What follows belongs to an exercise in optimizing a design on an open flow for small area, a short achievable clock period and few clock cycles; a production flow would make more cautious choices. In this exercise RTL edits were held to simulation tests only and were not proved equivalent to the original. Power and IR drop assume default switching activity.

==> design/flow/flow/run.sh <==
#!/bin/bash
# Standard ORFS layout through the standard.sh (standard synthesis unchanged), with
#  - the ports buffered with the smallest plain buffer instead of the default choice,
set -euo pipefail
bash standard.sh "BUFFER_PORTS_ARGS=-buffer_cell sky130_fd_sc_hd__buf_1" SETUP_SLACK_MARGIN=5.3 finish > standard_flow.log 2>&1
==> design/flow/standard.sh <==
#!/bin/bash
# synth_recipe.tcl (not shown) runs the flow's synth.tcl, then flattens the netlist and writes it again
# the make line also repeats each setting of config.mk as NAME=value (left out here)
make -C /OpenROAD-flow-scripts/flow DESIGN_CONFIG=/design/flow/config.mk WORK_HOME=/design/flow/orfs CLKGATE_MAP_FILE= SYNTH_SCRIPT=/design/flow/synth_recipe.tcl "${@:-finish}"
==> design/flow/config.mk <==
export PLATFORM = sky130hd
export DESIGN_NAME = cco7_core
export DESIGN_NICKNAME = cco7_core
export VERILOG_FILES = /design/flow/design.v
export SDC_FILE = /design/flow/constraint.sdc
export NUM_CORES = 4
export LEC_CHECK = 0
export ABC_AREA = 1
export CAP_MARGIN = 20
export CORE_MARGIN = 2
export CORE_UTILIZATION = 40
export PLACE_DENSITY = 0.6
export SETUP_SLACK_MARGIN = 5
export SLEW_MARGIN = 20
export SYNTH_HIERARCHICAL = 1
export SYNTH_MINIMUM_KEEP_SIZE = 0
export TNS_END_PERCENT = 10
==> design/flow/constraint.sdc <==
create_clock -name core_clock -period 10.0 [get_ports {clk}]
set_input_delay 2.0000 -clock core_clock [delete_from_list [all_inputs] [get_ports {clk}]]
set_output_delay 2.0000 -clock core_clock [all_outputs]
set_load 0.01 [all_outputs]
==> design/flow/design.v <==
module cco7_hsk (
    input  wire a,
    input  wire b,
    input  wire r,
    output wire y
);
    assign y = a | (b & r);
endmodule
module cco7_core #(
    parameter [15:0] MAX_IN_LEN = 16'd1024
) (
    input  wire        clk,
    input  wire        rst,
    input  wire        req_valid,
    output wire        req_ready,
    input  wire [15:0] req_cmd,
    input  wire [15:0] req_len,
    input  wire        in_valid,
    output wire        in_ready,
    input  wire [31:0] in_data,
    output wire        out_valid,
    input  wire        out_ready,
    output wire [31:0] out_data,
    output wire        rsp_valid,
    output reg         rsp_err,
    output wire [7:0]  rsp_code,
    output wire [3:0]  rsp_stage,
    output wire [15:0] rsp_index,
    output wire [31:0] rsp_value
);
    localparam [2:0] OP_DEC16 = 3'd1, OP_ENC16 = 3'd2, OP_DEC8 = 3'd3,
                     OP_ENC8  = 3'd4, OP_T7DEC = 3'd5, OP_T7ENC = 3'd6,
                     OP_KSX   = 3'd7;
    localparam [3:0] ST_NONE = 4'd0, ST_ARG = 4'd1, ST_VALIDATE = 4'd2,
                     ST_DEC16 = 4'd4, ST_ENC8 = 4'd5, ST_DEC8 = 4'd8,
                     ST_ENC16 = 4'd9;
    reg        busy;       
    reg        done_q;     
    reg [2:0]  op;
    reg [10:0] rem;        
    reg        more;       
    reg [15:0] cnt;        
    reg [10:0] cpc;        
    reg        ov;
    reg [20:0] od;
    reg [31:0] q;
    reg [2:0]  qc;
    reg        ph;         
    reg        nox;        
    reg [9:0]  pd;
    reg        pv;
    reg [5:0]  pos;
    reg [3:0]  hi;         
    reg [4:0]  ecode;
    assign req_ready = !busy;
    wire act  = busy && !done_q;
    wire slot = !ov || out_ready;
    assign out_valid = ov;
    assign out_data  = {11'd0, od};
    cco7_hsk u_rsp (.a(done_q && !ov), .b(done_q), .r(out_ready), .y(rsp_valid));
    assign rsp_code  = {3'd0, ecode};
    reg [3:0] stg;
    always @(*) begin
        case (ecode)
            5'h1F, 5'h1E: stg = ST_NONE;
            5'h15:        stg = ST_ARG;
            5'h10, 5'h11, 5'h12, 5'h13: stg = ST_VALIDATE;
            5'h01, 5'h02, 5'h03, 5'h04: stg = ST_DEC16;
            5'h05:        stg = (o4 || o6) ? ST_ENC8 : ST_ENC16;
            5'h06:        stg = ST_ENC16;
            default:      stg = ST_DEC8;
        endcase
    end
    assign rsp_stage = stg;
    wire c_lo = !ecode[4];
    wire vk   = o6 && (ecode == 5'h05);
    wire vod  = o5 && c_lo;
    wire isel = c_lo && ((o1 && (ecode != 5'h04)) || o2 || (o3 && (ecode != 5'h0C)) || o4 || o5 || vk);
    assign rsp_index = isel ? {5'd0, cpc} : cnt;
    assign rsp_value = vk ? 32'h0010FFFF : vod ? {11'd0, od} : q;
    wire o1 = (op == OP_DEC16), o2 = (op == OP_ENC16), o3 = (op == OP_DEC8),
         o4 = (op == OP_ENC8),  o5 = (op == OP_T7DEC), o6 = (op == OP_T7ENC),
         o7 = (op == OP_KSX);
    localparam [431:0] KEY_TABLE = 432'h2E373867663B6B343532333738397678636E3433383936616376677342555348444B4A646C6B72776579692E2C416F666B3B64667364;
    function [15:0] hexc;
        input [3:0] v;
        hexc = (v <= 4'd9) ? (16'h0030 + {12'd0, v}) : (16'h0037 + {12'd0, v});
    endfunction
    wire [7:0] kb   = KEY_TABLE[{pos, 3'd0} +: 8];
    wire [3:0] c_op  = req_cmd[3:0];
    wire [6:0] c_ofs = req_cmd[10:4];
    wire bad_rsv   = (req_cmd[15:11] != 5'd0);
    wire bad_op    = (c_op == 4'd0) || c_op[3];
    wire bad_ofs   = (c_op != 4'd6) && (c_op != 4'd7) && (c_ofs != 7'd0);
    wire illegal   = bad_rsv || bad_op || bad_ofs;
    wire too_long  = (req_len > MAX_IN_LEN);
    wire arg_bad   = (c_op == 4'd6) && (c_ofs > 7'd99);
    wire t7_parity = (c_op == 4'd5) && req_len[0];
    wire t7_short  = (c_op == 4'd5) && (req_len == 16'd0);
    wire d_bad     = illegal || too_long || arg_bad || t7_parity || t7_short;
    localparam [1023:0] MOD54_TABLE = 1024'h131211100F0E0D0C0B0A090807060504030201003534333231302F2E2D2C2B2A292827262524232221201F1E1D1C1B1A191817161514131211100F0E0D0C0B0A090807060504030201003534333231302F2E2D2C2B2A292827262524232221201F1E1D1C1B1A191817161514131211100F0E0D0C0B0A09080706050403020100;
    localparam [1023:0] BCD_TABLE = 1024'h0000000000000000000000000000000000000000000000000000000099989796959493929190898887868584838281807978777675747372717069686766656463626160595857565554535251504948474645444342414039383736353433323130292827262524232221201918171615141312111009080706050403020100;
    wire [5:0] ofs_pos = MOD54_TABLE[{c_ofs, 3'd0} +: 6];
    wire [7:0] ofs_bcd = BCD_TABLE[{c_ofs, 3'd0} +: 8];
    wire [3:0] s_tens = ofs_bcd[7:4];
    wire [3:0] s_ones = ofs_bcd[3:0];
    wire [15:0] u        = in_data[15:0];
    wire        is_lead  = (u[15:10] == 6'b110110);
    wire        is_trail = (u[15:10] == 6'b110111);
    wire        is_dig   = (u >= 16'h0030) && (u <= 16'h0039);
    wire        is_uc    = (u >= 16'h0041) && (u <= 16'h0046);
    wire [3:0]  hexv     = u[6] ? {1'b1, u[2:0] + 3'd1} : u[3:0];
    wire        rem1     = (rem == 11'd1);
    wire        emit_lo = slot && (qc != 3'd0) && ph;      
    wire [2:0]  qa      = qc - {2'd0, emit_lo};
    reg         rdy_a, rdy_b;
    always @(*) begin
        rdy_a = 1'b0; rdy_b = 1'b0;
        case (op)
            OP_DEC16, OP_DEC8, OP_KSX: begin rdy_a = !ov; rdy_b = 1'b1; end
            OP_ENC16: begin rdy_a = !ov && !pv; rdy_b = !pv; end
            OP_ENC8:  begin rdy_a = !ov && (qc == 3'd0); rdy_b = (qc == 3'd0); end
            OP_T7DEC: begin rdy_a = !cnt[0] || (!ov && !pv); rdy_b = !pv; end
            OP_T7ENC: begin
                if (pv) begin
                    rdy_a = (qc == 3'd0) || ((qc == 3'd1) && ph && !ov);
                    rdy_b = (qc == 3'd1) && ph;
                end else begin
                    rdy_a = (qc[2:1] == 2'd0) || ((qc == 3'd2) && ph && !ov);
                    rdy_b = (qc == 3'd2) && ph;
                end
            end
            default: ;
        endcase
    end
    cco7_hsk u_in (.a(act && more && rdy_a), .b(act && more && rdy_b), .r(out_ready), .y(in_ready));
    wire take = in_valid && in_ready;
    wire last = take && rem1;
    wire [4:0]  pr_hi = {1'b0, pd[9:6]} + 5'd1;
    wire [20:0] pair  = {pr_hi, pd[5:0], u[9:0]};
    wire        pair_bad = (pd == 10'h3FF) && (u[9:0] == 10'h3FF);    
    wire [7:0]  b8    = o5 ? {hi ^ kb[7:4], hexv ^ kb[3:0]} : in_data[7:0];
    wire        accv  = (qc[1:0] != 2'd0);
    wire [20:0] accn  = {q[14:0], b8[5:0]};
    wire [1:0]  remn  = qc[1:0] - 2'd1;
    wire        sok   = (q[14:1] != 14'd0) && (!ph || (q[14:5] != 10'd0));
    reg         d8_err, d8_emit;
    reg  [4:0]  d8_code;
    reg  [20:0] d8_val;
    reg  [20:0] d8_q;
    reg  [1:0]  d8_qc;
    reg         d8_ph;
    always @(*) begin
        d8_err = 1'b0; d8_emit = 1'b0; d8_code = 5'h08;
        d8_val = {13'd0, b8};
        d8_q = accn; d8_qc = qc[1:0]; d8_ph = ph;
        if (!b8[7]) begin
            if (accv) begin d8_err = 1'b1; d8_code = 5'h08; end
            else d8_emit = 1'b1;
        end else if (b8[7:6] == 2'b10) begin
            if (!accv) begin d8_err = 1'b1; d8_code = 5'h09; end
            else begin
                d8_qc = remn;
                if (remn == 2'd0) begin
                    d8_val = accn;
                    if (!sok) begin d8_err = 1'b1; d8_code = 5'h0D; end
                    else d8_emit = 1'b1;
                end
            end
        end else if (b8[7:3] == 5'b11111) begin
            d8_err = 1'b1; d8_code = 5'h0B;
        end else if (accv) begin
            d8_err = 1'b1; d8_code = 5'h0A;
        end else if (b8[7:3] == 5'b11110) begin
            d8_q = {18'd0, b8[2:0]}; d8_qc = 2'd3; d8_ph = 1'b0;
        end else if (b8[7:4] == 4'b1110) begin
            d8_q = {17'd0, b8[3:0]}; d8_qc = 2'd2; d8_ph = 1'b1;
        end else begin
            d8_q = {16'd0, b8[4:0]}; d8_qc = 2'd1; d8_ph = 1'b0;
        end
    end
    wire [20:0] d8_cp = d8_val;    
    wire        d8_cmp  = accv && (b8[7:6] == 2'b10) && (remn == 2'd0);
    wire        b5_bad  = d8_cmp && ((q[14:0] > 15'h43FF) ||
                                     ((q[14:0] == 15'h43FF) && (b8[5:0] == 6'h3F)));
    wire        b5_sur  = d8_cmp && (q[14:5] == 10'h01B);
    wire        b5_sup  = d8_cmp && (q[14:10] != 5'd0);
    wire [31:0] e16_cp  = o5 ? {11'd0, d8_cp} : in_data;
    wire        e16_bad = o5 ? b5_bad : (in_data[31] || (in_data >= 32'h0010FFFF));
    wire        e16_sur = o5 ? b5_sur : (in_data[31:11] == 21'h1B);
    wire        e16_sup = o5 ? b5_sup : (in_data[20:16] != 5'd0);
    wire [15:0] e16_lead = {6'b110110, e16_cp[19:16] - 4'd1, e16_cp[15:10]};
    wire [20:0] e8_cp = o6 ? (is_trail ? pair : {5'd0, u}) : in_data[20:0];
    wire        e8_bad = in_data[31] || (in_data >= 32'h0010FFFF);
    reg  [31:0] e8_b;
    reg  [2:0]  e8_k;
    always @(*) begin
        if (e8_cp[20:7] == 14'd0) begin
            e8_b = {1'b0, e8_cp[6:0], 24'd0}; e8_k = 3'd1;
        end else if (e8_cp[20:11] == 10'd0) begin
            e8_b = {3'b110, e8_cp[10:6], 2'b10, e8_cp[5:0], 16'd0}; e8_k = 3'd2;
        end else if (e8_cp[20:16] == 5'd0) begin
            e8_b = {4'b1110, e8_cp[15:12], 2'b10, e8_cp[11:6], 2'b10, e8_cp[5:0], 8'd0};
            e8_k = 3'd3;
        end else begin
            e8_b = {5'b11110, e8_cp[20:18], 2'b10, e8_cp[17:12], 2'b10, e8_cp[11:6],
                    2'b10, e8_cp[5:0]};
            e8_k = 3'd4;
        end
    end
    wire [7:0] fx  = q[31:24] ^ (nox ? 8'd0 : kb);
    wire [15:0] fch = hexc(ph ? fx[3:0] : fx[7:4]);
    localparam [127:0] TENS_TABLE = {8'd0, 8'd0, 8'd0, 8'd0, 8'd0, 8'd0, 8'd36, 8'd26,
                                     8'd16, 8'd6, 8'd50, 8'd40, 8'd30, 8'd20, 8'd10, 8'd0};
    wire [5:0] tens_p = TENS_TABLE[{u[3:0], 3'd0} +: 6];
    wire        lo5  = o5 && (cnt[10:1] != 10'd0) && cnt[0];    
    wire        v5ok = (cnt[10:1] == 10'd0) ? is_dig : (is_dig || is_uc);
    wire        pe8  = rsp_err && ecode[3];                     
    wire        e16e = e16_bad || e16_sur;
    reg        ie;
    reg [4:0]  ie_code;
    reg [3:0]  ie_stage;
    always @(*) begin
        ie = 1'b0; ie_code = 5'h01; ie_stage = ST_DEC16;
        case (op)
            OP_DEC16, OP_T7ENC: begin
                ie_stage = ST_DEC16;
                if (is_lead) begin ie = pv; ie_code = 5'h01; end
                else if (is_trail) begin ie = !pv; ie_code = 5'h02; end
                else begin ie = pv; ie_code = 5'h03; end
            end
            OP_ENC16: begin
                ie = e16e; ie_stage = ST_ENC16; ie_code = e16_bad ? 5'h05 : 5'h06;
            end
            OP_ENC8: begin
                ie = e8_bad; ie_stage = ST_ENC8; ie_code = 5'h05;
            end
            OP_DEC8: begin
                ie = d8_err; ie_stage = ST_DEC8; ie_code = d8_code;
            end
            OP_T7DEC: begin
                ie = !v5ok; ie_stage = ST_VALIDATE;
                ie_code = (cnt[10:1] == 10'd0) ? 5'h12 : 5'h13;
            end
            default: ;
        endcase
    end
    wire [31:0] ie_val = o3 ? {11'd0, d8_val} : (o2 || o4) ? in_data : {16'd0, u};
    wire        take_ie = take && ie;
    wire        ie16 = is_lead ? pv : is_trail ? !pv : pv;
    wire        ie5  = !v5ok;
    wire ee04 = act && !more && (o1 || o6) && pv;
    wire ee0c = act && !more && o3 && accv;
    wire h5_d8  = !pe8 && d8_err;
    wire h5_0c  = !pe8 && !d8_err && rem1 && (d8_qc != 2'd0);
    wire h5_e16 = !rsp_err && d8_emit && e16e;
    wire ld5    = !rsp_err && d8_emit && !e16e;      
    wire h6     = o6 && is_trail && pv && pair_bad && !rsp_err;
    wire t1 = take && o1, t2 = take && o2, t3 = take && o3, t4 = take && o4,
         t6 = take && o6, t7 = take && o7;
    wire t5s = take && o5 && (cnt[10:1] == 10'd0) && cnt[0];    
    wire t5h = take && o5 && !cnt[0];                           
    wire t5l = take && lo5;                                     
    wire em4 = o4 && (qc != 3'd0) && slot;
    wire em6 = o6 && (qc != 3'd0) && slot;
    wire tr  = (o2 || o5) && pv && slot;
    wire ld_cp = (t1 && !is_lead) || (t2 && !e16_sup) || (t3 && d8_emit) ||
                 (t5l && ((ld5 && !e16_sup) || h5_d8 || h5_e16));
    wire ld_qc = t5l && h5_0c;
    wire ld_ld = (t2 && e16_sup) || (t5l && ld5 && e16_sup);
    wire ld_tr = tr && !(o5 && rsp_err);
    wire ld_by = em4 || t4 || t7;
    wire [20:0] cp_v = (o3 || o5) ? d8_val : (o1 && is_trail) ? pair : {5'd0, u};
    wire [5:0]  c6   = (qc[1:0] == 2'd1) ? q[5:0] : (qc[1:0] == 2'd2) ? q[11:6] : q[17:12];
    wire [7:0]  by_v = o7 ? (in_data[7:0] ^ kb) : (qc != 3'd0) ? {2'b10, c6} : e8_b[31:24];
    wire [20:0] od_n = ({21{ld_cp}} & cp_v) |
                       ({21{ld_ld}} & {5'd0, e16_lead}) |
                       ({21{ld_tr}} & {5'd0, 6'b110111, pd}) |
                       ({21{ld_by}} & {13'd0, by_v}) |
                       ({21{em6}}   & {5'd0, fch}) |
                       ({21{ld_qc}} & {19'd0, d8_qc});
    wire od_en = ld_cp || ld_ld || ld_tr || ld_by || em6 || ld_qc;
    wire ov_set = od_en || (tr && o5);
    wire        q_u    = t1 || (t6 && ie16) || (take && o5 && ie5);
    wire        q_in   = t2 || t4;
    wire        q_d8   = t3 || (t5l && v5ok);
    wire        q_sh   = o6 && emit_lo && !(t6 && (!is_lead || ie16));
    wire        q_e8   = t6 && !is_lead && !ie16;
    wire        q_ee   = ee04 || ee0c;
    wire [31:0] e8_q   = (qa == 3'd0) ? e8_b : {(emit_lo ? q[23:16] : q[31:24]), e8_b[31:8]};
    wire [20:0] d8_qv  = (o3 && ie) ? d8_val : d8_q;
    wire [31:0] q_n    = ({32{q_u}}  & {16'd0, u}) |
                         ({32{q_in}} & in_data) |
                         ({32{q_d8}} & {11'd0, d8_qv}) |
                         ({32{q_sh}} & {q[23:0], 8'd0}) |
                         ({32{q_e8}} & e8_q) |
                         ({32{q_ee}} & (ee04 ? {16'd0, 6'b110110, pd} : {30'd0, qc[1:0]}));
    wire q_en = q_u || q_in || q_d8 || q_sh || q_e8 || q_ee;
    wire [2:0] qc_n = (t3 || t5l) ? {1'b0, d8_qc} :
                      o4   ? (t4 ? e8_k - 3'd1 : qc - 3'd1) :
                      (qa + ((t6 && !is_lead) ? e8_k : 3'd0));
    wire qc_en = t3 || t5l || em4 || t4 || o6;
    wire ph_n  = (t3 || t5l) ? d8_ph : !ph;
    wire pv_set = (t1 && is_lead) || (t6 && is_lead) || ld_ld;
    wire pv_clr = t1 || t6 || tr;
    wire [9:0] pd_n = o5 ? d8_val[9:0] : u[9:0];
    wire pos_inc = t7 || t5l || (em6 && ph && !nox);
    wire t5t = take && o5 && (cnt[10:0] == 11'd0);              
    wire [5:0] psum = pos + {2'd0, t5s ? u[3:0] : 4'd1};
    wire [5:0] pnxt = (psum >= 6'd54) ? psum - 6'd54 : psum;
    wire cpc_inc = (t5l && ld5) || (t6 && !is_lead && !rsp_err && !(is_trail && pair_bad));
    wire fin = take_ie || ee04 || ee0c ||
               (rem1 && ((t1 && !is_lead) || (t2 && !e16_sup) || (t3 && (d8_qc == 2'd0)) ||
                         (t4 && (e8_k == 3'd1)) || t5s || (t5l && !(ld5 && e16_sup)) || t7)) ||
               (!more && tr) ||
               (em4 && (qc == 3'd1) && !more) ||
               (o6 && !more && !pv && ((emit_lo && (qc == 3'd1)) || rsp_err));
    wire h5 = t5l && (h5_d8 || h5_0c || h5_e16);
    wire h6t = t6 && h6;
    always @(posedge clk) begin
        if (rst) begin
            busy   <= 1'b0;
            done_q <= 1'b0;
            ov     <= 1'b0;
        end else if (!busy) begin
            if (req_valid) begin
                busy    <= 1'b1;
                op      <= c_op[2:0];
                rem     <= req_len[10:0];
                more    <= (req_len != 16'd0);
                cnt     <= (!illegal && (too_long || t7_parity)) ? req_len : 16'd0;
                cpc     <= 11'd0;
                pv      <= 1'b0;
                qc      <= 3'd0;
                nox     <= 1'b1;
                pos     <= ofs_pos;
                rsp_err <= d_bad;
                done_q  <= d_bad || ((req_len == 16'd0) && (c_op != 4'd5) && (c_op != 4'd6));
                if (illegal) begin
                    ecode <= 5'h1F; q <= {16'd0, req_cmd};
                end else if (too_long) begin
                    ecode <= 5'h1E; q <= {16'd0, MAX_IN_LEN};
                end else if (arg_bad) begin
                    ecode <= 5'h15; q <= {25'd0, c_ofs};
                end else if (t7_parity) begin
                    ecode <= 5'h10; q <= {16'd0, req_len};
                end else if (t7_short) begin
                    ecode <= 5'h11; q <= 32'd0;
                end else begin
                    q <= {s_tens, s_ones, 24'd0};
                end
                if (c_op == 4'd6 && !d_bad) begin
                    od  <= {9'd0, 8'h03, s_tens};    
                    ov  <= 1'b1;
                    qc  <= 3'd1;
                    ph  <= 1'b1;
                end
            end
        end else begin
            if (rsp_valid) begin
                busy   <= 1'b0;
                done_q <= 1'b0;
            end
            if (take) begin
                rem  <= rem - 11'd1;
                more <= !rem1;
                if (!((o6 && ie16) || (o5 && ie5)))
                    cnt[10:0] <= cnt[10:0] + 11'd1;
            end
            if (act) begin
                if (fin) done_q <= 1'b1;
                if (od_en) od <= od_n;
                if (ov_set) ov <= 1'b1;
                else if (out_ready) ov <= 1'b0;
                if (q_en) q <= q_n;
                if (qc_en) qc <= qc_n;
                if (t3 || t5l || em6) ph <= ph_n;
                if (em6 && ph) nox <= 1'b0;
                if (pv_set) pv <= 1'b1;
                else if (pv_clr) pv <= 1'b0;
                if (pv_set) pd <= pd_n;
                if (t5h) hi <= hexv;
                if (t5t) pos <= tens_p;
                else if (t5s || pos_inc) pos <= pnxt;
                if (take && (o1 || o2 || o3 || o4)) cpc <= cnt[10:0];    
                else if (cpc_inc) cpc <= cpc + 11'd1;
                else if (t5l && h5_d8) cpc <= {1'b0, cnt[10:1] - 10'd1};
                else if (t5l && h5_0c) cpc <= {1'b0, cnt[10:1]};
                if (take && (o1 || o2 || o3 || o4)) begin
                    rsp_err <= ie; ecode <= ie_code;
                end else if (take_ie) begin
                    rsp_err <= 1'b1; ecode <= ie_code;
                end else if (ee04) begin
                    rsp_err <= 1'b1; ecode <= 5'h04;
                end else if (ee0c) begin
                    rsp_err <= 1'b1; ecode <= 5'h0C;
                end else if (h5) begin
                    rsp_err <= 1'b1;
                    ecode <= h5_d8 ? d8_code : h5_0c ? 5'h0C : (e16_bad ? 5'h05 : 5'h06);
                end else if (h6t) begin
                    rsp_err <= 1'b1; ecode <= 5'h05;
                end
            end else if (ov && out_ready) begin
                ov <= 1'b0;
            end
        end
    end
endmodule
==> results.ini, run 1 <==
[outcome]
outcome=finished clean

[timing]
fin_worst_skew_ns=0.0182
setup_viol=0
tns_ns=0
max-slew-margin-rel_pct=23.2
finalMaxSlewViolations=0
hold_viol=0
fmax_mhz=208
max_slew.worst_pin.slew_ns=1.14
rsz0062_at_grt=true
period_share_pct=48.0
final.min_clock_period_ns=4.80

[cells_and_area]
drive_gt1_share_pct=14.1
final_cell_mix=nand2_1 (439), inv_1 (235), nor2_1 (224), o21ai_0 (186), a21oi_1 (146)
final_common_cell=nand2_1
area_growth_pct=21.4
nets=2440
final_core_util_pct=48.9
nFillCells=3634

[place]
globalplace.congestion=1.09
port_buffers=151
dp_hpwl_um=54100

[power_and_ir_drop]
clkPwrFrac_pct=35.1
p_sw_share_pct=38.7
p_leak_uw=0.00674
power_frac_seq_pct=36.1
peakVddDrop_mv=0.123
power_switching_uw=724
pwr_density_cell_mw_per_mm2=111
power.internal_uw=1150
combPwrFrac_pct=28.8

[routing]
drt_iter0_drc=2154
wire_per_inst_um=25.3
met1_length_um=28300
drcViolationCount=0
wl_met3_um=7210
avgViaCountPerCell=6.17
routed-via-count=17200
top_layer_used=met5
dr.pass1.iters=8
drt_wl_total_um=70700
drtAntennaViolNets=0
dr_wl_met2_um=30700

[synth]
synth_warnings=7
avgSynthCellArea_um2=6.53
post_synth_inst_count=2116
yosysUniqueCellTypes=65
ys.flop_type=edfxtp_1
ys_seq_area_share_pct=28.0
ys_ff_latch=130
syn_area_mm2=0.0138
async_flop_share_pct=0
synth-edff-count=127

[critical_path]
cp_max_fo=14
arrival_ns=5.06
start_kind=input pin
worst_ep_required_time_ns=10.25
crit_type=input pin to flop
r2r_setup_slack_ns=5.38
crit_path_end_kind=flop

[cts]
clock_latency_ns=0.46
clk_pin_slew_ns=0.08
htree_num_levels=4
cts-root-buf=clkbuf_16
cts.sinks=130
clockBufferDepth=2
cts_made_buffers=17
cts_tree=yes

[global_routing]
grt_max_degree=64
antenna_found_initial=3
first_global_vias=15400
grt_use_total_pct=37.9
grt_pass1_wl_um=101000
grt-ovfl-total=0

[floorplan]
rows=68
start_util_pct=40.3
fp.coreArea_mm2=0.0343
die-area_mm2=0.0360
die_x_um=190
io_pins=166
die_y_um=190

[run]
maxCapViolations=0

[min_path]
worst_hold_path_type=flop to flop

-- power by group through the flow --
stage                     Clock, uW  Combinational (uW)  Sequential, uW
after floorplan                   0                 316             665
after global placement            0                 476             685
after detailed placement          0                 476             685
after CTS                       658                 492             673
after global routing            680                 581             677
final                           656                 539             675
-- kinds of logic after synthesis --
group | count (synthesis) | synth area share [%]
and+or+nand+nor | 967 | 30.2
AOI/OAI and AO/OA | 558 | 23.9
buffers and inverters | 374 | 11.0
DFF | 130 | 28.0
adders and majority gates | 50 | 4.64
xor gates and xnor gates | 35 | 2.22
other | 1 | 0.0271
muxes | 1 | 0.0725
-- registers in the layout, indices dropped and copies added (netlist names), 3 cells and up --
name   count
pos        6
ecode      5
rem       11
op         3
od        21
cnt       16
cpc       11
q         32
qc         3
pd        10
hi         4
-- worst paths after layout --
path / end / depth (start not counted) / startpoint
hold / removal: ecode[4] / 1 / busy
setup reg to reg: pos[3] / 28 / ph
setup / recovery: cpc[2] / 15 / in_data[4]
hold reg to reg: ecode[4] / 1 / busy
-- per-module statistics from Yosys, one instance, submodules excluded --
module	times used	flip-flops and latches
cco7_core	1	130
cco7_hsk	2	0
-- what timing repair did --
action	CTS	global route
cloned	1	4
resized for setup	59	115
pin swaps	9	26
hold endpoints to repair	0	0
hold buffers	0	0
endpoints found under the setup margin	211	168
setup buffers	15	77
-- final cells by class --
class / instances / area [um^2] / area share (%)
Clock buffer: 17 / 425 / 2.54
Multi-Input combinational cell: 1628 / 9050 / 54.0
Antenna cell: 1 / 2.50 / 0.0149
Timing Repair inverter: 1 / 5.00 / 0.0298
Clock inverter: 15 / 160 / 0.955
Timing Repair Buffer: 264 / 1570 / 9.37
Sequential cell: 130 / 3870 / 23.1
Tap cell: 455 / 569 / 3.39
Inverter: 279 / 1120 / 6.65
-- layer usage --
metal  vias to the layer above  GRT usage (%)
li1                       7691              -
met1                      8085           49.7
met2                      1199           58.2
met3                       233           8.14
met4                         4           21.0
met5                         -              0
-- worst max-delay path: stages --
cell,delay [ns]
buf_1,0.32
nand2_1,0.29
nor2_1,0.16
nand4_1,0.32
nor3_1,0.37
o21ai_0,0.14
nand2_1,0.15
nand2_1,0.11
nand4_1,0.20
buf_4,0.17
nand2_8,0.10
clkinvlp_4,0.15
clkbuf_2,0.16
o21ai_0,0.10
a221oi_1,0.32
-- stage by stage --
step                instance area [um^2]  worst slack, ns  hold slack, ns  std cells  power [uW]
floorplan                          14000             5.26           0.550       2129         980
global placement                   14800             3.28           0.602       2660        1160
detailed placement                 14800             3.23           0.595       2660        1160
CTS                                15700             5.02           0.622       2708        1820
global route                       16800             5.22           0.648       2789        1940
finish                             16800             5.20           0.642       2790        1870
-- Yosys cell counts (3+ instances only) --
| cell type | instances | area [um^2] |
|---|---|---|
| dfxtp_1 | 3 | 60.1 |
| inv_2 | 16 | 60.1 |
| a211oi_1 | 13 | 97.6 |
| buf_1 | 3 | 11.3 |
| nand2_1 | 453 | 1700 |
| a21oi_1 | 152 | 761 |
| o221ai_1 | 7 | 61.3 |
| nand4_1 | 31 | 194 |
| clkbuf_1 | 59 | 221 |
| nor2_1 | 242 | 908 |
| a31oi_1 | 25 | 156 |
| ha_1 | 48 | 601 |
| edfxtp_1 | 127 | 3810 |
| xor2_1 | 23 | 201 |
| nor2_2 | 6 | 37.5 |
| o21ai_1 | 19 | 95.1 |
| xnor2_1 | 12 | 105 |
| nand2_2 | 11 | 68.8 |
| o211ai_1 | 35 | 263 |
| nor2_4 | 6 | 67.6 |
| a221oi_1 | 21 | 184 |
| or2_2 | 5 | 31.3 |
| o31ai_1 | 9 | 67.6 |
| nand3_1 | 145 | 726 |
| o22ai_1 | 32 | 200 |
| nor4_1 | 13 | 81.3 |
| a21boi_0 | 3 | 22.5 |
| inv_1 | 255 | 957 |
| buf_2 | 11 | 55.1 |
| buf_6 | 4 | 45.0 |
| nand3_2 | 5 | 50.1 |
| o2111ai_1 | 3 | 26.3 |
| nand4_2 | 3 | 37.5 |
| o32ai_1 | 3 | 26.3 |
| o21ai_2 | 3 | 26.3 |
| clkinv_1 | 8 | 30.0 |
| o21ai_0 | 193 | 966 |
| buf_4 | 17 | 128 |
| a22oi_1 | 17 | 128 |
| nor3_1 | 42 | 210 |
Testbench counts, summed over its fixed seeds: cycles 125,549.
==> run 2, diff against run 1 <==
==> design/flow/flow/run.sh (replaced) <==
#!/bin/bash
# Standard ORFS layout through the standard.sh (standard synthesis unchanged), with
#  - the ports buffered with the smallest plain buffer instead of the default choice,
set -euo pipefail
bash standard.sh "BUFFER_PORTS_ARGS=-buffer_cell sky130_fd_sc_hd__buf_1" SETUP_SLACK_MARGIN=5.15 finish > standard_flow.log 2>&1
--- a/design/flow/config.mk
+++ b/design/flow/config.mk
@@ -14,4 +14,3 @@
 export SLEW_MARGIN = 20
 export SYNTH_HIERARCHICAL = 1
 export SYNTH_MINIMUM_KEEP_SIZE = 0
-export TNS_END_PERCENT = 10
==> results.ini, run 2 <==
[cts]
cts_made_buffers=17  ; unchanged
clk_pin_slew_ns=0.07  ; about the same
clock_latency_ns=0.47  ; about the same
cts.sinks=130  ; unchanged
cts-root-buf=clkbuf_16
htree_num_levels=4  ; unchanged
cts_tree=yes
cts_hold_buf=0  ; unchanged
clockBufferDepth=2  ; unchanged

[timing]
max-slew-margin-rel_pct=20.0  ; -3.2 points
setup_viol=0  ; unchanged
final.min_clock_period_ns=4.82  ; +0.0141 ns
fin_worst_skew_ns=0.0162  ; -0.00201 ns
rsz0062_at_grt=true
tns_ns=0  ; unchanged
finalMaxSlewViolations=0  ; unchanged
hold_ws_ns=0.615  ; -0.0271 ns
fmax_mhz=208  ; -0.29%
period_share_pct=48.2  ; +0.14 points
max_slew.worst_pin.slew_ns=1.19  ; +0.0480 ns
hold_viol=0  ; unchanged

[cells_and_area]
drive_gt1_share_pct=12.8  ; -1.2 points
final_cell_mix=nand2_1 (439), inv_1 (239), nor2_1 (225), o21ai_0 (186), a21oi_1 (146)
area_growth_pct=19.4
reg_top3=q x32, od x21, cnt x16
final_common_cell=nand2_1
largest_reg_flops=32  ; unchanged
n_antenna_cell=0  ; -1
multi_input_area_mm2=0.00897  ; -0.91%
nFillCells=3686  ; +1.4%
register_area_mm2=0.00387  ; unchanged
nets=2421  ; -0.78%
top_register=q

[floorplan]
die_y_um=190  ; unchanged
io_pins=166  ; unchanged
die-area_mm2=0.0360  ; unchanged
rows=68  ; unchanged
die_x_um=190  ; unchanged
start_util_pct=40.3  ; unchanged
fp.coreArea_mm2=0.0343  ; unchanged

[synth]
ys_ff_latch=130  ; unchanged
synth_most_common_cell=nand2_1
yosysTopAreaCellShare_pct=27.6  ; unchanged
synth-edff-count=127  ; unchanged
ys_seq_area_share_pct=28.0  ; unchanged
synth_warnings=7  ; unchanged
synth.cells.most_frequent=nand2_1 (453), inv_1 (255), nor2_1 (242), o21ai_0 (193), a21oi_1 (152)
yosysTopAreaCell=edfxtp_1
ys.flop_type=edfxtp_1
post_synth_inst_count=2116  ; unchanged
async_flop_share_pct=0  ; unchanged
syn_area_mm2=0.0138  ; unchanged
yosysUniqueCellTypes=65  ; unchanged
synthTopCellsByArea=edfxtp_1 (28%), nand2_1 (12%), o21ai_0 (7.0%)
avgSynthCellArea_um2=6.53  ; unchanged

[global_routing]
grt_max_degree=48  ; -25%
antenna_found_initial=0  ; -3
grt-ovfl-total=0  ; unchanged
grt_use_total_pct=39.9  ; +1.9 points
grt_pass1_wl_um=105000  ; +4.2%
first_global_vias=15800  ; +2.1%

[critical_path]
crit_path_end_kind=flop
cpMostUsedCell=nand2_1
critPathMaxStageDelay_ns=0.37  ; about the same
arrival_ns=5.04  ; -0.02 ns
cp_max_fo=11  ; -3
slowest_stage=buf_1
start_kind=input pin
cp_top_family=simple AND/OR/NAND/NOR gates
crit_type=input pin to flop
worst_ep_required_time_ns=10.23  ; -0.02 ns
path_cells=buf_1 -> nand2_1 -> nor2_1 -> nand4_1 -> nor3_1 -> o21ai_0 -> nand2_1 -> nand2_1 -> nand4_1 -> a21oi_4 -> inv_1 -> nand2_2 -> nor2_4 -> a21oi_4 -> buf_12
path_buf_inv=3  ; -1

[power_and_ir_drop]
pwr_density_cell_mw_per_mm2=116  ; +4.0%
p_leak_uw=0.00663  ; -1.6%
peakVddDrop_mv=0.129  ; +5.6%

[routing]
drcViolationCount=0  ; unchanged
wire_per_inst_um=26.6  ; +4.9%
dr.pass1.iters=5  ; -3
drtAntennaViolNets=0  ; unchanged
routed-via-count=17200  ; -0.087%
drt_wl_total_um=73600  ; +4.1%
drt_iter0_drc=1988  ; -7.7%
avgViaCountPerCell=6.21  ; +0.63%

[min_path]
worst_hold_path_type=flop to flop

[outcome]
outcome=finished clean

[place]
dp_hpwl_um=56600  ; +4.6%
port_buffers=151  ; unchanged
globalplace.congestion=1.03  ; -5.4%

[run]
maxCapViolations=0  ; unchanged

[run 2: area by class of cell]
| type | instances | share of cell area (%) |
|---|---|---|
| multi-input cells | 1627 | 54.4 |
| flip-flops and latches | 130 | 23.5 |
| repair buffers | 246 | 8.31 |
| inverters | 279 | 6.65 |
| well taps | 455 | 3.45 |
| clock buffers | 17 | 2.58 |
| clock inverters | 15 | 1.12 |
| repair inverters | 1 | 0.0455 |
[run 2: tightest hold or removal path, delay by kind of cell, from the launching register on]
family	cells	cell delay (ns)
AO/OA/AOI/OAI	2	0.22
flip-flops	1	0.36
[run 2: path summary, 6_finish.rpt]
path                                 start      to  slack (ns)  cells past startpoint
worst max-delay path            in_data[5]   od[4]        5.18                     15
worst min-delay path                done_q  done_q        0.61                      2
worst min register to register      done_q  done_q        0.61                      2
worst max register to register          ph  pos[3]        5.28                     28
[run 2: kinds of logic (layout without fill, tap and decap cells)]
family,count (synthesis),count (layout),share of synthesized area (%)
simple gates,967,968,30.2
compound gates,558,559,23.9
buf+inv,374,558,11.0
flops,130,130,28.0
fa+ha+maj,50,50,4.64
xor+xnor,35,35,2.22
other cells,1,14,0.0271
mux,1,1,0.0725
[run 2: layer usage]
layer / share of wire (%) / GRT usage, % / vias up
met5: 0 / 0 / -
met4: 6.8 / 23.3 / 0
met3: 9.2 / 7.27 / 269
met2: 44 / 62.5 / 1151
met1: 40 / 51.5 / 8124
li1: - / - / 7653
[run 2: power by group]
part | internal, uW | leakage [uW] | switching [uW] | total [uW]
clock network | 382 | 0.000305 | 318 | 700
registers | 634 | 0.00120 | 38.1 | 672
logic | 154 | 0.00512 | 388 | 542
total | 1170 | 0.00663 | 744 | 1910
[run 2: modules after synthesis (local to each module, per instance)]
module | cell area (um^2) | flops+latches
cco7_core | 13800 | 130
cco7_hsk | 11.3 | 0
[run 2: per-stage QoR]
stage               setup slack (ns)  area, um^2  power (uW)  util (%)  cells
CTS                             5.02       15900        1880      46.5   2732
global route                    4.98       16500        1970      48.1   2770
global placement                3.10       14800        1170      43.0   2664
finish                          5.18       16500        1910      48.1   2770
floorplan                       5.18       13900         979         -   2129
detailed placement              2.95       14800        1170      43.1   2665
[run 2: repair_timing]
item | 4_1_cts | 5_1_grt
cloned | 2 | 2
resized for setup | 79 | 72
pin swaps | 13 | 16
buffers inserted | 33 | 36
endpoints found under the setup margin | 195 | 150
==> run 3, diff against run 2 <==
==> design/flow/flow/run.sh (replaced) <==
#!/bin/bash
# Standard ORFS layout through the standard.sh (standard synthesis unchanged), with
#  - the ports buffered with the smallest plain buffer instead of the default choice,
set -euo pipefail
bash standard.sh "BUFFER_PORTS_ARGS=-buffer_cell sky130_fd_sc_hd__buf_1" SETUP_SLACK_MARGIN=5.4 finish > standard_flow.log 2>&1
--- a/design/flow/config.mk
+++ b/design/flow/config.mk
@@ -14,3 +14,4 @@
 export SLEW_MARGIN = 20
 export SYNTH_HIERARCHICAL = 1
 export SYNTH_MINIMUM_KEEP_SIZE = 0
+export TNS_END_PERCENT = 10
==> results.ini, run 3 <==
[critical_path]
crit_type=input pin to flop
path_buf_inv=5  ; +2
path_cells=clkbuf_2 -> inv_2 -> nand2_2 -> nor3_4 -> buf_6 -> nand2_8 -> buf_4 -> o21ai_1 -> nand3_1 -> o21ai_0 -> a21oi_1 -> nor3_1 -> a2111oi_0 -> buf_4 -> nand3_1
setup.worst_path.end=od[5]
r2r_start=ph
reg2regPathDepth=24  ; -14%
critPathMaxStageDelay_ns=0.54  ; +0.17 ns
start_kind=input pin
slowest_stage=o21ai_0
r2r_end=od[2]
crit_path_end_kind=flop
cp_top_family=compound AO/OA/AOI/OAI gates
worstSetupStartpoint=in_data[13]
r2r_setup_slack_ns=5.45  ; +0.17 ns
cp_max_fo=6  ; -5
crit_cells=15  ; unchanged
arrival_ns=5.03  ; about the same
worst_ep_required_time_ns=10.34  ; +0.11 ns

[timing]
setup_viol=0  ; unchanged
fin_worst_skew_ns=0.0303  ; +0.0141 ns
max_slew.worst_pin.slew_ns=1.25  ; +0.0584 ns
final.min_clock_period_ns=4.68  ; -0.136 ns
max-slew-margin-rel_pct=16.1  ; -3.9 points
hold_viol=0  ; unchanged
tns_ns=0  ; unchanged
hold_ws_ns=0.617  ; +0.00230 ns
period_share_pct=46.8  ; -1.4 points
finalMaxSlewViolations=0  ; unchanged
fmax_mhz=214  ; +2.9%
rsz0062_at_grt=true

[synth]
yosysUniqueCellTypes=65  ; unchanged
synth_warnings=7  ; unchanged
yosysTopAreaCell=edfxtp_1
yosysTopAreaCellShare_pct=27.6  ; unchanged
synth_most_common_cell=nand2_1
ys_ff_latch=130  ; unchanged
synth-edff-count=127  ; unchanged
synth.cells.most_frequent=nand2_1 (453), inv_1 (255), nor2_1 (242), o21ai_0 (193), a21oi_1 (152)
syn_area_mm2=0.0138  ; unchanged
ys.flop_type=edfxtp_1
post_synth_inst_count=2116  ; unchanged
synthTopCellsByArea=edfxtp_1 (28%), nand2_1 (12%), o21ai_0 (7.0%)
avgSynthCellArea_um2=6.53  ; unchanged
async_flop_share_pct=0  ; unchanged
ys_seq_area_share_pct=28.0  ; unchanged

[floorplan]
die_x_um=190  ; unchanged
die-area_mm2=0.0360  ; unchanged
rows=68  ; unchanged
start_util_pct=40.3  ; unchanged
io_pins=166  ; unchanged
die_y_um=190  ; unchanged
fp.coreArea_mm2=0.0343  ; unchanged

[routing]
drcViolationCount=0  ; unchanged
wire_per_inst_um=25.4  ; -4.2%
drtAntennaViolNets=0  ; unchanged
drt_wl_total_um=71300  ; -3.0%
routed-via-count=17500  ; +1.8%
avgViaCountPerCell=6.24  ; +0.58%
dr.pass1.iters=7  ; +2
drt_iter0_drc=2634  ; +32%

[global_routing]
grt-ovfl-total=0  ; unchanged
antenna_found_initial=2  ; +2
grt_use_total_pct=38.2  ; -1.6 points
first_global_vias=15800  ; -0.063%
grt_pass1_wl_um=102000  ; -2.9%
grt_max_degree=51  ; +6.3%

[cells_and_area]
register_area_mm2=0.00387  ; unchanged
top_register=q
reg_top3=q x32, od x21, cnt x16
area_growth_pct=23.6
multi_input_area_mm2=0.00923  ; +3.0%
final_common_cell=nand2_1
largest_reg_flops=32  ; unchanged
nets=2454  ; +1.4%
nFillCells=3550  ; -3.7%
drive_gt1_share_pct=15.3  ; +2.5 points
final_cell_mix=nand2_1 (436), inv_1 (233), nor2_1 (219), o21ai_0 (185), a21oi_1 (145)

[place]
port_buffers=151  ; unchanged
globalplace.congestion=1.08  ; +4.3%
dp_hpwl_um=53700  ; -5.1%

[min_path]
worst_hold_path_type=flop to flop

[cts]
clockBufferDepth=2  ; unchanged
clock_latency_ns=0.48  ; about the same
cts-root-buf=clkbuf_16
cts.sinks=130  ; unchanged
clk_pin_slew_ns=0.08  ; about the same
cts_hold_buf=0  ; unchanged
cts_made_buffers=17  ; unchanged
htree_num_levels=4  ; unchanged
cts_tree=yes

[run]
maxCapViolations=0  ; unchanged

[power_and_ir_drop]
peakVddDrop_mv=0.133  ; +3.0%
p_leak_uw=0.00683  ; +3.0%
pwr_density_cell_mw_per_mm2=111  ; -4.3%

[outcome]
outcome=finished clean

-- run 3: cell counts after synthesis --
No cell type changed its count.
-- run 3: what timing repair did --
item                                    CTS  global route
buffers inserted                         39            65
resized for setup                        88           125
endpoints found under the setup margin  227           168
hold endpoints to repair                  0             0
pin swaps                                16            37
gates cloned                              2             5
-- run 3: per-stage QoR --
| stage | std cells | power (uW) | setup slack [ns] | cell area (um^2) | utilization (%) |
|---|---|---|---|---|---|
| final | 2804 | 1900 | 5.32 | 17100 | 49.8 |
| after global routing | 2803 | 1960 | 5.30 | 17100 | 49.8 |
| after CTS | 2733 | 1840 | 5.23 | 16000 | 46.7 |
| after detailed placement | 2660 | 1160 | 3.45 | 14800 | 43.1 |
| after global placement | 2660 | 1160 | 3.35 | 14800 | 43.1 |
| after floorplan | 2129 | 981 | 5.29 | 14000 | - |
-- run 3: worst min path at each step --
stage | start | end | slack [ns] | cells after the start
after global placement | done_q | done_q | 0.58 | 2
final | done_q | done_q | 0.62 | 2
after detailed placement | done_q | done_q | 0.61 | 2
after CTS | done_q | done_q | 0.61 | 2
after global routing | done_q | done_q | 0.64 | 2
after floorplan | done_q | done_q | 0.55 | 2
-- run 3: Yosys stat by module, one instance, submodules excluded --
module	cells inside	area, um^2	flip-flops and latches	times used
cco7_hsk	3	11.3	0	2
cco7_core	2110	13800	130	1
-- run 3: logic make-up (layout without fill, tap and decap cells) --
logic type | after synthesis | in the layout | synth area share (%)
adders and majority gates | 50 | 50 | 4.64
and+or+nand+nor | 967 | 970 | 30.2
xor gates and xnor gates | 35 | 35 | 2.22
DFF | 130 | 130 | 28.0
AOI/OAI and AO/OA | 558 | 559 | 23.9
muxes | 1 | 1 | 0.0725
other | 1 | 15 | 0.0271
buffers and inverters | 374 | 589 | 11.0
-- run 3: cell type report --
| type | count | area share, % |
|---|---|---|
| clock inverter | 14 | 0.916 |
| multi-input combinational | 1629 | 54.1 |
| inverter | 279 | 6.63 |
| tap | 455 | 3.33 |
| timing repair inverter | 1 | 0.0293 |
| sequential | 130 | 22.7 |
| timing repair buffer | 277 | 9.78 |
| antenna | 1 | 0.0147 |
| clock buffer | 18 | 2.51 |
-- run 3: routing by layer --
metal | wire length, um | track usage, %
met1 | 28000 | 50.2
met2 | 30500 | 58.2
met3 | 7980 | 8.78
met4 | 4830 | 20.9
met5 | 10 | 0
-- run 3: worst min-delay path: cells and delay by family, from the launching register on --
family | cells | cell delay, ns
flops | 1 | 0.35
compound gates | 2 | 0.22
-- run 3: where the power goes --
group	internal, uW	switching [uW]	leakage (uW)
logic	166	389	0.00535
clock network	371	296	0.000279
registers	634	39.9	0.00120
total	1170	725	0.00683
==> run 4, diff against run 3 <==
==> design/flow/flow/run.sh (replaced) <==
#!/bin/bash
# Standard ORFS layout through the standard.sh (standard synthesis unchanged), with
#  - the ports buffered with the smallest plain buffer instead of the default choice,
#  - clock tree synthesis without dummy balancing loads.
# Each tool's output is in orfs/logs/; make's own output is in standard_flow.log.
set -euo pipefail
bash standard.sh "BUFFER_PORTS_ARGS=-buffer_cell sky130_fd_sc_hd__buf_1" SETUP_SLACK_MARGIN=5.3 \
  "CTS_ARGS=-sink_clustering_enable -repair_clock_nets -dont_use_dummy_load" finish > standard_flow.log 2>&1
--- a/design/flow/config.mk
+++ b/design/flow/config.mk
@@ -14,4 +14,3 @@
 export SLEW_MARGIN = 20
 export SYNTH_HIERARCHICAL = 1
 export SYNTH_MINIMUM_KEEP_SIZE = 0
-export TNS_END_PERCENT = 10
==> results.ini, run 4 <==
[timing]
finalMaxSlewViolations=0  ; unchanged
tns_ns=0  ; unchanged
setup_viol=0  ; unchanged
max_slew.worst_pin.slew_ns=1.11  ; -0.136 ns
hold_viol=0  ; unchanged
rsz0062_at_grt=true
fin_worst_skew_ns=0.0221  ; -0.00822 ns
fmax_mhz=208  ; -2.6%
max-slew-margin-rel_pct=25.3  ; +9.2 points
period_share_pct=48.1  ; +1.3 points
hold_ws_ns=0.604  ; -0.0133 ns
final.min_clock_period_ns=4.81  ; +0.127 ns

[cts]
clk_pin_slew_ns=0.06  ; -0.02 ns
clock_latency_ns=0.46  ; -0.02 ns
cts.sinks=130  ; unchanged
clockBufferDepth=2  ; unchanged
cts-root-buf=clkbuf_16
cts_made_buffers=17  ; unchanged
cts_tree=yes
htree_num_levels=4  ; unchanged

[cells_and_area]
nFillCells=3644  ; +2.6%
final_cell_mix=nand2_1 (438), inv_1 (235), nor2_1 (226), o21ai_0 (183), a21oi_1 (145)
area_growth_pct=20.7
drive_gt1_share_pct=13.9  ; -1.4 points
reg_top3=q x32, od x21, cnt x16
final_area_mm2=0.0167  ; -2.3%
top_register=q
largest_reg_flops=32  ; unchanged
final_core_util_pct=48.6  ; -1.2 points
final_common_cell=nand2_1
nets=2439  ; -0.61%

[global_routing]
grt-ovfl-total=0  ; unchanged
grt_pass1_wl_um=102000  ; about the same
grt_use_total_pct=38.4  ; +0.15 points
first_global_vias=15500  ; -1.8%
antenna_found_initial=0  ; -2
grt_max_degree=47  ; -7.8%

[synth]
synth_xor_area_share_pct=2.22  ; unchanged
syn_area_mm2=0.0138  ; unchanged
synthAdderAreaFrac_pct=4.64  ; unchanged
avgSynthCellArea_um2=6.53  ; unchanged
ys.flop_type=edfxtp_1
synth_warnings=7  ; unchanged
synth_mux_area_share_pct=0.0725  ; unchanged
synth_most_common_cell=nand2_1
async_flop_share_pct=0  ; unchanged
ys_ff_latch=130  ; unchanged
synth.cells.most_frequent=nand2_1 (453), inv_1 (255), nor2_1 (242), o21ai_0 (193), a21oi_1 (152)
post_synth_inst_count=2116  ; unchanged
yosysUniqueCellTypes=65  ; unchanged
synth_top_family_by_area=simple AND/OR/NAND/NOR gates
synth-edff-count=127  ; unchanged
yosysTopAreaCellShare_pct=27.6  ; unchanged
synth_compound_area_share_pct=23.9  ; unchanged
yosysTopAreaCell=edfxtp_1
synthSimpleGateAreaFrac_pct=30.2  ; unchanged
synthTopCellsByArea=edfxtp_1 (28%), nand2_1 (12%), o21ai_0 (7.0%)
ys_seq_area_share_pct=28.0  ; unchanged

[floorplan]
die_y_um=190  ; unchanged
rows=68  ; unchanged
die-area_mm2=0.0360  ; unchanged
die_x_um=190  ; unchanged
fp.coreArea_mm2=0.0343  ; unchanged
start_util_pct=40.3  ; unchanged
io_pins=166  ; unchanged

[routing]
drt_iter0_drc=2389  ; -9.3%
drt_wl_total_um=71400  ; about the same
drtAntennaViolNets=0  ; unchanged
drcViolationCount=0  ; unchanged
dr.pass1.iters=9  ; +2
routed-via-count=17100  ; -2.4%
wire_per_inst_um=25.7  ; +1.1%
avgViaCountPerCell=6.16  ; -1.4%

[min_path]
hp-start=done_q
worst_hold_path_type=flop to flop
whs_endpoint=done_q
worst_hold_path.num_cells=2  ; unchanged

[critical_path]
cp_max_fo=7  ; +1
arrival_ns=4.96  ; -0.07 ns
reg2regPathDepth=25  ; +4.2%
r2r_start=ph
r2r_setup_slack_ns=5.45  ; about the same
r2r_end=pos[3]
worst_ep_required_time_ns=10.15  ; -0.19 ns
crit_type=input pin to flop
crit_path_end_kind=flop
start_kind=input pin

[place]
globalplace.congestion=1.10  ; +2.1%
place_area_mm2=0.0148  ; +0.20%
dp_hpwl_um=54600  ; +1.7%
port_buffers=151  ; unchanged

[outcome]
outcome=finished clean

[power_and_ir_drop]
peakVddDrop_mv=0.134  ; +0.34%
p_leak_uw=0.00670  ; -2.0%
power.total_uw=1750  ; -7.8%
pwr_density_cell_mw_per_mm2=105  ; -5.6%

[run]
maxCapViolations=0  ; unchanged

-- run 4: cell count changes in the layout (fill, tap and decap cells not counted), sizes merged --
cell	before	now
buf	270	251
bufbuf	0	1
bufinv	2	0
clkbuf	25	30
clkinv	11	5
clkinvlp	13	12
diode	1	2
inv	268	262
nand2	468	465
nand4	34	35
-- run 4: routing by layer --
metal / GRT usage (%) / up-vias / wire length [um]
li1: - / 7675 / -
met1: 50.4 / 7982 / 28600
met2: 59.2 / 1185 / 30800
met3: 8.10 / 249 / 7580
met4: 20.5 / 0 / 4460
met5: 0 / - / 0
-- run 4: stage by stage --
stage               setup slack [ns]  std cells
floorplan                       5.30       2129
global placement                3.37       2663
detailed placement              3.26       2664
CTS                             5.28       2721
global route                    5.20       2773
finish                          5.19       2775
-- run 4: cell type report --
type | count | area [um^2] | area share [%]
Tap cell | 455 | 569 | 3.41
Clock buffer | 17 | 425 | 2.55
Timing Repair Buffer | 265 | 1600 | 9.61
Sequential cell | 130 | 3870 | 23.2
Multi-Input combinational cell | 1627 | 9070 | 54.4
Antenna cell | 2 | 5.00 | 0.0300
Inverter | 279 | 1130 | 6.76
-- run 4: how the worst max path moves through the flow --
stage,slack [ns],start,endpoint,cells past startpoint
detailed placement,3.26,in_data[1],od[3],21
global placement,3.37,in_data[1],od[3],21
finish,5.19,in_data[13],od[1],22
CTS,5.28,op[0],pos[3],30
global route,5.20,in_data[13],od[1],22
floorplan,5.30,out_ready,pos[3],19
-- run 4: cell families after synthesis --
family / count (synthesis)
compound gates: 558
mux: 1
flops: 130
other cells: 1
xor+xnor: 35
fa+ha+maj: 50
buf+inv: 374
simple gates: 967
-- run 4: modules after synthesis (local to each module, per instance) --
module,cells inside,area [um^2]
cco7_core,2110,13800
cco7_hsk,3,11.3
-- run 4: worst max-delay path, cell delays in order --
cell and delay, ns:
buf_2 0.17, inv_4 0.10, nand2_2 0.08, nor3_4 0.18, nand2_4 0.09, buf_12 0.14, o21ai_4 0.18, nand2_1 0.09
inv_2 0.07, nand4_4 0.13, nor2_4 0.29, buf_4 0.16, nand2_1 0.08, o211ai_1 0.25, o21a_1 0.22, inv_2 0.07
a21oi_1 0.14, o21ai_1 0.07, a21oi_1 0.17, nand3_1 0.10, nand2_1 0.09, nand2_1 0.07
-- run 4: report_power, final --
part           switching, uW  internal [uW]
Clock                    232            293
Sequential              35.3            635
Combinational            389            163
-- run 4: what timing repair did --
action / CTS / global route
setup buffers: 38 / 49
hold buffers: 0 / 0
gates cloned: 2 / 1
setup endpoints to repair: 198 / 143
pin swaps: 15 / 20
gates resized for setup: 94 / 95

-- what the ideal ports hide --
The results above use ideal ports. As a check the final layouts listed here were re-extracted and re-timed, cells and wires unchanged. Step 1 (the two cells are an assumption about what drives the block):
set clk [get_ports {clk}]
set_driving_cell -lib_cell sky130_fd_sc_hd__clkbuf_16 $clk
set_driving_cell -lib_cell sky130_fd_sc_hd__buf_2 [delete_from_list [all_inputs] $clk]
Step 2 also shifts input and output timing later by t, the mid clock arrival at the registers, as if the neighbouring blocks saw the same clock. Slacks: no drivers / after step 1 / after step 2; pairs: no drivers / after step 1.
run | shift t [ns] | setup WS [ns] | worst setup path at the end | slew at the worst register clock pin (ns)
run 1 | 0.510 | 5.197 / 5.225 / 4.715 | input to register | 0.08 / 0.08
run 2 | 0.521 | 5.182 / 5.215 / 4.694 | input to register | 0.08 / 0.08
run 3 | 0.522 | 5.318 / 5.349 / 4.827 | input to register | 0.08 / 0.08
run 4 | 0.502 | 5.191 / 5.215 / 4.713 | input to register | 0.07 / 0.07
After both steps setup and hold are still met in every run listed. For run 3, which loses most, drivers alone change the setup slack by +0.031 ns; drivers and shift together by -0.491 ns.
